From an optimization exercise on the open Yosys and OpenROAD flow, aimed at small area, a short achievable clock period and few clock cycles; shortcuts taken in it are not production practice.
The RTL was checked by simulation tests, not by an equivalence proof against the original design.

==> inputs of build 41 <==
// biquad_bank
module biquad_bank (
    input  wire        clk,
    input  wire        rst,
    input  wire        cmd_valid,
    output wire        cmd_ready,
    input  wire [1:0]  cmd_op,       
    input  wire [7:0]  cmd_motor,
    input  wire [7:0]  cmd_sel,
    input  wire [31:0] cmd_x,
    input  wire [31:0] cmd_b0,
    input  wire [31:0] cmd_b1,
    input  wire [31:0] cmd_b2,
    input  wire [31:0] cmd_a1,
    input  wire [31:0] cmd_a2,
    output reg         rsp_valid,
    output reg         rsp_ok,
    output reg  [31:0] rsp_data
);
    localparam OP_INIT  = 2'd0;
    localparam OP_APPLY = 2'd1;
    localparam OP_READ  = 2'd2;
    localparam OP_ERR   = 2'd3;
    reg [31:0] f_b0 [0:3];            
    reg [31:0] f_b1 [0:3];
    reg [31:0] f_b2 [0:3];
    reg [31:0] f_a1 [0:3];
    reg [31:0] f_a2 [0:3];
    reg [1:0]  ph;                    
    reg [31:0] f_s1 [0:3];
    reg [31:0] f_s2 [0:3];
    reg [31:0] f_in [0:3];
    reg [31:0] f_out[0:3];
    reg [3:0]  f_ready;
    reg        cmd_error;
    reg        rdy;
    reg        r1_v;
    reg [1:0]  r1_op;
    reg [1:0]  r1_m;
    reg        r1_mok;
    reg [3:0]  r1_sel;
    reg        r1_selok;
    reg [31:0] r1_x;                  
    reg [31:0] r1_b1, r1_b2, r1_a1, r1_a2;
    reg [1:0]  r1_pos;                
    assign cmd_ready = rdy;
    reg [8:2] p_v, p_ap;
    reg [4:2] p_ok, p_rd, p_er;
    reg [1:0] p_m   [2:8];
    reg [3:0] p_sel [2:4];
    wire r1_apply = (r1_op == OP_APPLY) & r1_mok;
    wire haz_a = r1_apply & ((p_ap[2] & (p_m[2] == r1_m)) | (p_ap[3] & (p_m[3] == r1_m)) |
                             (p_ap[4] & (p_m[4] == r1_m)) | (p_ap[5] & (p_m[5] == r1_m)));
    wire r1_rds = (r1_op == OP_READ) & r1_mok & (r1_sel[3:1] == 3'd1);    
  ...
clock: 24.0 ns
lec_check: 0
abc_area: 1
cap_margin: 20
core_margin: 2
core_utilization: 46
place_density: 0.56
slew_margin: 20
standard.sh (not shown) runs the stock make flow with config.mk's settings and CLKGATE_MAP_FILE= SYNTH_SCRIPT=/design/flow/synth_recipe.tcl, a recipe that flattens the netlist after the stock synthesis.
==> flow/flow/run.sh <==
#!/bin/bash
# Layout with the standard flow (standard.sh: standard synthesis, floorplan,
# placement, CTS, routing, at the design's clock and constraints), asking the
# resizer's timing repair for extra setup slack so that it also shortens paths
# that already meet the 24 ns clock. All make output goes to flow_make.log;
# ORFS keeps each step's own log under orfs/logs/.
set -euo pipefail
bash standard.sh SETUP_SLACK_MARGIN=15 finish > flow_make.log 2>&1
==> trial 15 (differences from build 41) <==
==> flow/flow/run.sh (replaced) <==
#!/bin/bash
# Layout with the standard flow (standard.sh: standard synthesis, floorplan,
# placement, CTS, routing, at the design's clock and constraints), asking the
# resizer's timing repair for extra setup slack so that it also shortens paths
# that already meet the 24 ns clock. All make output goes to flow_make.log;
# ORFS keeps each step's own log under orfs/logs/.
set -euo pipefail
bash standard.sh SETUP_SLACK_MARGIN=16.5 finish > flow_make.log 2>&1
Settings changed: CORE_UTILIZATION 46 to 40, PLACE_DENSITY 0.56 to 0.5.
==> build 54 (differences from build 41) <==
--- a/flow/design.v
+++ b/flow/design.v
@@ -2180,22 +2180,22 @@
     reg [3:0]  r1_sel;
     reg        r1_selok;
     reg [31:0] r1_x;                  
     reg [31:0] r1_b1, r1_b2, r1_a1, r1_a2;
     reg [1:0]  r1_pos;                
     assign cmd_ready = rdy;
-    reg [8:2] p_v, p_ap;
+    reg [7:2] p_v, p_ap;
     reg [4:2] p_ok, p_rd, p_er;
-    reg [1:0] p_m   [2:8];
+    reg [1:0] p_m   [2:7];
     reg [3:0] p_sel [2:4];
     wire r1_apply = (r1_op == OP_APPLY) & r1_mok;
     wire haz_a = r1_apply & ((p_ap[2] & (p_m[2] == r1_m)) | (p_ap[3] & (p_m[3] == r1_m)) |
                              (p_ap[4] & (p_m[4] == r1_m)) | (p_ap[5] & (p_m[5] == r1_m)));
     wire r1_rds = (r1_op == OP_READ) & r1_mok & (r1_sel[3:1] == 3'd1);    
     wire haz_r = r1_rds & ((p_ap[2] & (p_m[2] == r1_m)) | (p_ap[3] & (p_m[3] == r1_m)) |
-                           (p_ap[4] & (p_m[4] == r1_m)) | (p_ap[5] & (p_m[5] == r1_m)));
+                           (p_ap[4] & (p_m[4] == r1_m)));
     wire haz_i = (r1_op == OP_INIT) & ((|p_v) | (r1_mok & (r1_pos != 2'd3)));
     wire stall = r1_v & (haz_a | haz_r | haz_i);
     wire issue = r1_v & ~stall;
     wire       n1_v     = rdy ? cmd_valid : (r1_v & ~issue);
     wire [1:0] n1_op    = rdy ? cmd_op : r1_op;
     wire [1:0] n1_m     = rdy ? cmd_motor[1:0] : r1_m;
@@ -2205,16 +2205,15 @@
     wire       n1_rds   = (n1_op == OP_READ) & n1_mok & (n1_sel[3:1] == 3'd1);
     wire       c_ap     = r1_apply & f_ready[r1_m];
     wire n_haz_a = n1_apply & ((issue & c_ap & (r1_m == n1_m)) |
                                (p_ap[2] & (p_m[2] == n1_m)) | (p_ap[3] & (p_m[3] == n1_m)) |
                                (p_ap[4] & (p_m[4] == n1_m)));
     wire n_haz_r = n1_rds & ((issue & c_ap & (r1_m == n1_m)) |
-                             (p_ap[2] & (p_m[2] == n1_m)) | (p_ap[3] & (p_m[3] == n1_m)) |
-                             (p_ap[4] & (p_m[4] == n1_m)));
+                             (p_ap[2] & (p_m[2] == n1_m)) | (p_ap[3] & (p_m[3] == n1_m)));
     wire [1:0] n1_pos   = rdy ? (cmd_motor[1:0] + ph + 2'd1) : (r1_pos + 2'd1);
-    wire n_haz_i = (n1_op == OP_INIT) & (issue | (|p_v[7:2]) | (n1_mok & (n1_pos != 2'd3)));
+    wire n_haz_i = (n1_op == OP_INIT) & (issue | (|p_v[6:2]) | (n1_mok & (n1_pos != 2'd3)));
     wire n_stall = n1_v & (n_haz_a | n_haz_r | n_haz_i);
     wire c_ok = (r1_op == OP_INIT)  ? r1_mok :
                 (r1_op == OP_APPLY) ? (r1_mok & f_ready[r1_m]) :
                 (r1_op == OP_READ)  ? (r1_mok & r1_selok) : 1'b1;
     wire init_wr = issue & (r1_op == OP_INIT) & r1_mok;
     always @(posedge clk) begin
@@ -2237,39 +2236,39 @@
         else     ph <= ph + 2'd1;
     end
     always @(posedge clk) begin
         if (rst) begin
             rdy  <= 1'b1;
             r1_v <= 1'b0;
-            p_v  <= 7'd0;
+            p_v  <= 6'd0;
         end else begin
             rdy  <= ~n_stall;
             r1_v <= n1_v;
-            p_v  <= {p_v[7:2], issue};
+            p_v  <= {p_v[6:2], issue};
         end
     end
     integer k;
     always @(posedge clk) begin
         p_ok[2] <= c_ok;
         p_ap[2] <= (r1_op == OP_APPLY) & c_ok;
         p_rd[2] <= (r1_op == OP_READ) & c_ok;
         p_er[2] <= (r1_op == OP_ERR);
         p_m[2]  <= r1_m;
         p_sel[2] <= r1_sel;
-        for (k = 3; k <= 8; k = k + 1) begin
+        for (k = 3; k <= 7; k = k + 1) begin
             p_ap[k]  <= p_ap[k-1] & p_v[k-1];
             p_m[k]   <= p_m[k-1];
         end
         for (k = 3; k <= 4; k = k + 1) begin
             p_ok[k]  <= p_ok[k-1];
             p_rd[k]  <= p_rd[k-1];
             p_er[k]  <= p_er[k-1];
             p_sel[k] <= p_sel[k-1];
         end
         if (!issue) p_ap[2] <= 1'b0;
-        if (rst) for (k = 2; k <= 8; k = k + 1) p_ap[k] <= 1'b0;
+        if (rst) for (k = 2; k <= 7; k = k + 1) p_ap[k] <= 1'b0;
     end
     wire [31:0] n1_7;
     wire [47:0] m0_p;  wire [5:0] m0_sh;  wire [9:0] m0_e;  wire m0_g, m0_bl, m0_s, m0_n, m0_i, m0_z;
     fp_mul_a u_m0a (.a(f_b0[r1_pos]), .b(r1_x), .prod(m0_p), .sh(m0_sh), .gone(m0_g), .below(m0_bl),
                     .eb(m0_e), .sgn(m0_s), .nan(m0_n), .inf(m0_i), .zero(m0_z));
     reg [47:0] m0_p2;  reg [5:0] m0_sh2;  reg [9:0] m0_e2;  reg m0_g2, m0_bl2, m0_s2, m0_n2, m0_i2, m0_z2;
@@ -2279,19 +2278,17 @@
         m0_s2 <= m0_s; m0_n2 <= m0_n; m0_i2 <= m0_i; m0_z2 <= m0_z;
         x2 <= r1_x; x3 <= x2; x4 <= x3;
     end
     wire [31:0] p0;
     fp_mul_b u_m0b (.prod(m0_p2), .sh(m0_sh2), .gone(m0_g2), .below(m0_bl2), .eb(m0_e2), .sgn(m0_s2), .nan(m0_n2),
                     .inf(m0_i2), .zero(m0_z2), .y(p0));
-    wire        fwd7 = p_ap[7] & (p_m[7] == p_m[2]);
-    wire        fwd8 = p_ap[8] & (p_m[8] == p_m[2]);
-    reg [31:0] p0_3, s1_3, n1_8;
+    wire        fwd_s1 = p_ap[7] & (p_m[7] == p_m[2]);
+    reg [31:0] p0_3, s1_3;
     always @(posedge clk) begin
         p0_3 <= p0;
-        s1_3 <= fwd7 ? n1_7 : fwd8 ? n1_8 : f_s1[p_m[2]];
-        n1_8 <= n1_7;
+        s1_3 <= fwd_s1 ? n1_7 : f_s1[p_m[2]];
     end
     wire [31:0] y3;
     fp_add u_ay (.a(p0_3), .b(s1_3), .sub(1'b0), .y(y3));
     reg [31:0] y4;
     always @(posedge clk) y4 <= y3;
     reg  [1:0]  pos4;
@@ -2390,13 +2387,13 @@
         else if (init_wr) f_ready[r1_m] <= 1'b1;
         for (k = 0; k < 4; k = k + 1) begin
             if ((init_wr && r1_m == k) || (p_v[4] && p_ap[4] && p_m[4] == k))
                 f_out[k] <= init_wr ? 32'd0 : y4;
             if ((init_wr && r1_m == k) || (p_v[4] && p_ap[4] && p_m[4] == k))
                 f_in[k] <= init_wr ? 32'd0 : x4;
-            if ((init_wr && r1_m == k) || (p_ap[7] && p_m[7] == k))
+            if ((init_wr && r1_m == k) || (p_v[7] && p_ap[7] && p_m[7] == k)) begin
+                f_s1[k] <= init_wr ? 32'd0 : n1_7;
                 f_s2[k] <= init_wr ? 32'd0 : n2_7;
-            if ((init_wr && r1_m == k) || (p_ap[8] && p_m[8] == k))
-                f_s1[k] <= init_wr ? 32'd0 : n1_8;
+            end
         end
     end
 endmodule
==> flow/run.sh (new file) <==
#!/bin/bash
# synth_recipe.tcl (not shown) runs the flow's synth.tcl, then flattens the netlist and writes it again
# the make line also repeats each setting of config.mk as NAME=value (left out here)
make -C /OpenROAD-flow-scripts/flow DESIGN_CONFIG=/design/flow/config.mk WORK_HOME=/design/flow/orfs CLKGATE_MAP_FILE= SYNTH_SCRIPT=/design/flow/synth_recipe.tcl finish
Settings changed: CORE_UTILIZATION 46 to 40, PLACE_DENSITY 0.56 to 0.5.
removed: flow/flow/run.sh
removed: flow/standard.sh
==> summary.md <==
| Metric | Value |
|---|---|
| Die Area | `0.5188 sq mm` |
| Most frequent cells after synthesis | `nand2_1 (5752), inv_1 (3514), xor2_1 (1870), o21ai_0 (1770), nand3_1 (1709)` |
| Layout area overhead | `26.38%` |
| Status | `timing/DRC/antenna clean` |
| Via/cell ratio | `5.904` |
| Post-route design area | `approximately 0.26 sq mm` |
| Fin util | `0.5065` |
| Vias in the first global route | `201000` |
| All-Layer GR Usage | `0.3718` |
| Clock sinks | `between 2000 and 2500` |
# the run above: trial 15

==> summary.md <==
| Metric | Value |
|---|---|
| Status | `timing/DRC/antenna clean` |
| Via/cell ratio | `5.802` |
| Die Area | `just over 0.5 sq mm` |
| Layout area overhead | `9.441%` |
| Vias in the first global route | `188500` |
| Fin util | `0.4401` |
| Post-route design area | `0.2226 sq mm` |
| Most frequent cells after synthesis | `nand2_1 (5647), inv_1 (3447), xor2_1 (1869), o21ai_0 (1735), nand3_1 (1703)` |
| Clock sinks | `2179` |
# the run above: build 54

==> summary.md <==
| Metric | Value |
|---|---|
| Final hold slack | `0.2545 ns` |
| Most frequent cells after synthesis | `nand2_1 (5752), inv_1 (3514), xor2_1 (1870), o21ai_0 (1770), nand3_1 (1709)` |
| All-Layer GR Usage | `0.3885` |
| Final Skew | `0.1263 ns` |
| Status | `timing/DRC/antenna clean` |
| Vias in the first global route | `190900` |
| Die Area | `roughly 0.45 sq mm` |
| Placed Cells | `32810` |
| Via/cell ratio | `6.035` |
| Post-route design area | `around 0.23 sq mm` |
| Clock sinks | `2215` |
# the run above: build 41

Testbench counts of build 41, summed over its fixed seeds: cycles 6,032.
Testbench counts of trial 15, summed over its fixed seeds: cycles 6,032.
Testbench counts of build 54, summed over its fixed seeds: cycles 6,032.

## afterwards: timing with drivers on the ports
The flow's constraints put no driver on any port. The routed layouts listed below were extracted and timed again, unchanged, in two steps. Step 1, drivers: a clkbuf_16 drives clk and a buf_2 each remaining input, both assumed. Step 2 adds t to the input delays and takes it off the output delays; t is the mean of the earliest and latest rising clock arrival at the registers after step 1. Input paths then give back, and output paths get back, about the clock's delay inside the block. a / b / c = ideal / step 1 / step 2; a / b = the first two.
| run | t, ns | setup slack, ns | hold slack, ns | slew at the worst register clock pin (ns) | worst slew at a driven data input, ns |
|---|---|---|---|---|---|
| build 41 | 1.073 | 15.198 / 15.198 / 15.198 | 0.255 / 0.255 / 0.255 | 0.08 / 0.08 | 0.15 |
| trial 15 | 1.097 | 15.185 / 15.185 / 15.185 | 0.317 / 0.317 / 0.317 | 0.08 / 0.08 | 0.36 |
| build 54 | 1.100 | 11.228 / 11.228 / 11.228 | 0.280 / 0.280 / 0.280 | 0.10 / 0.10 | 0.19 |
After both steps setup and hold are still met in every run listed.
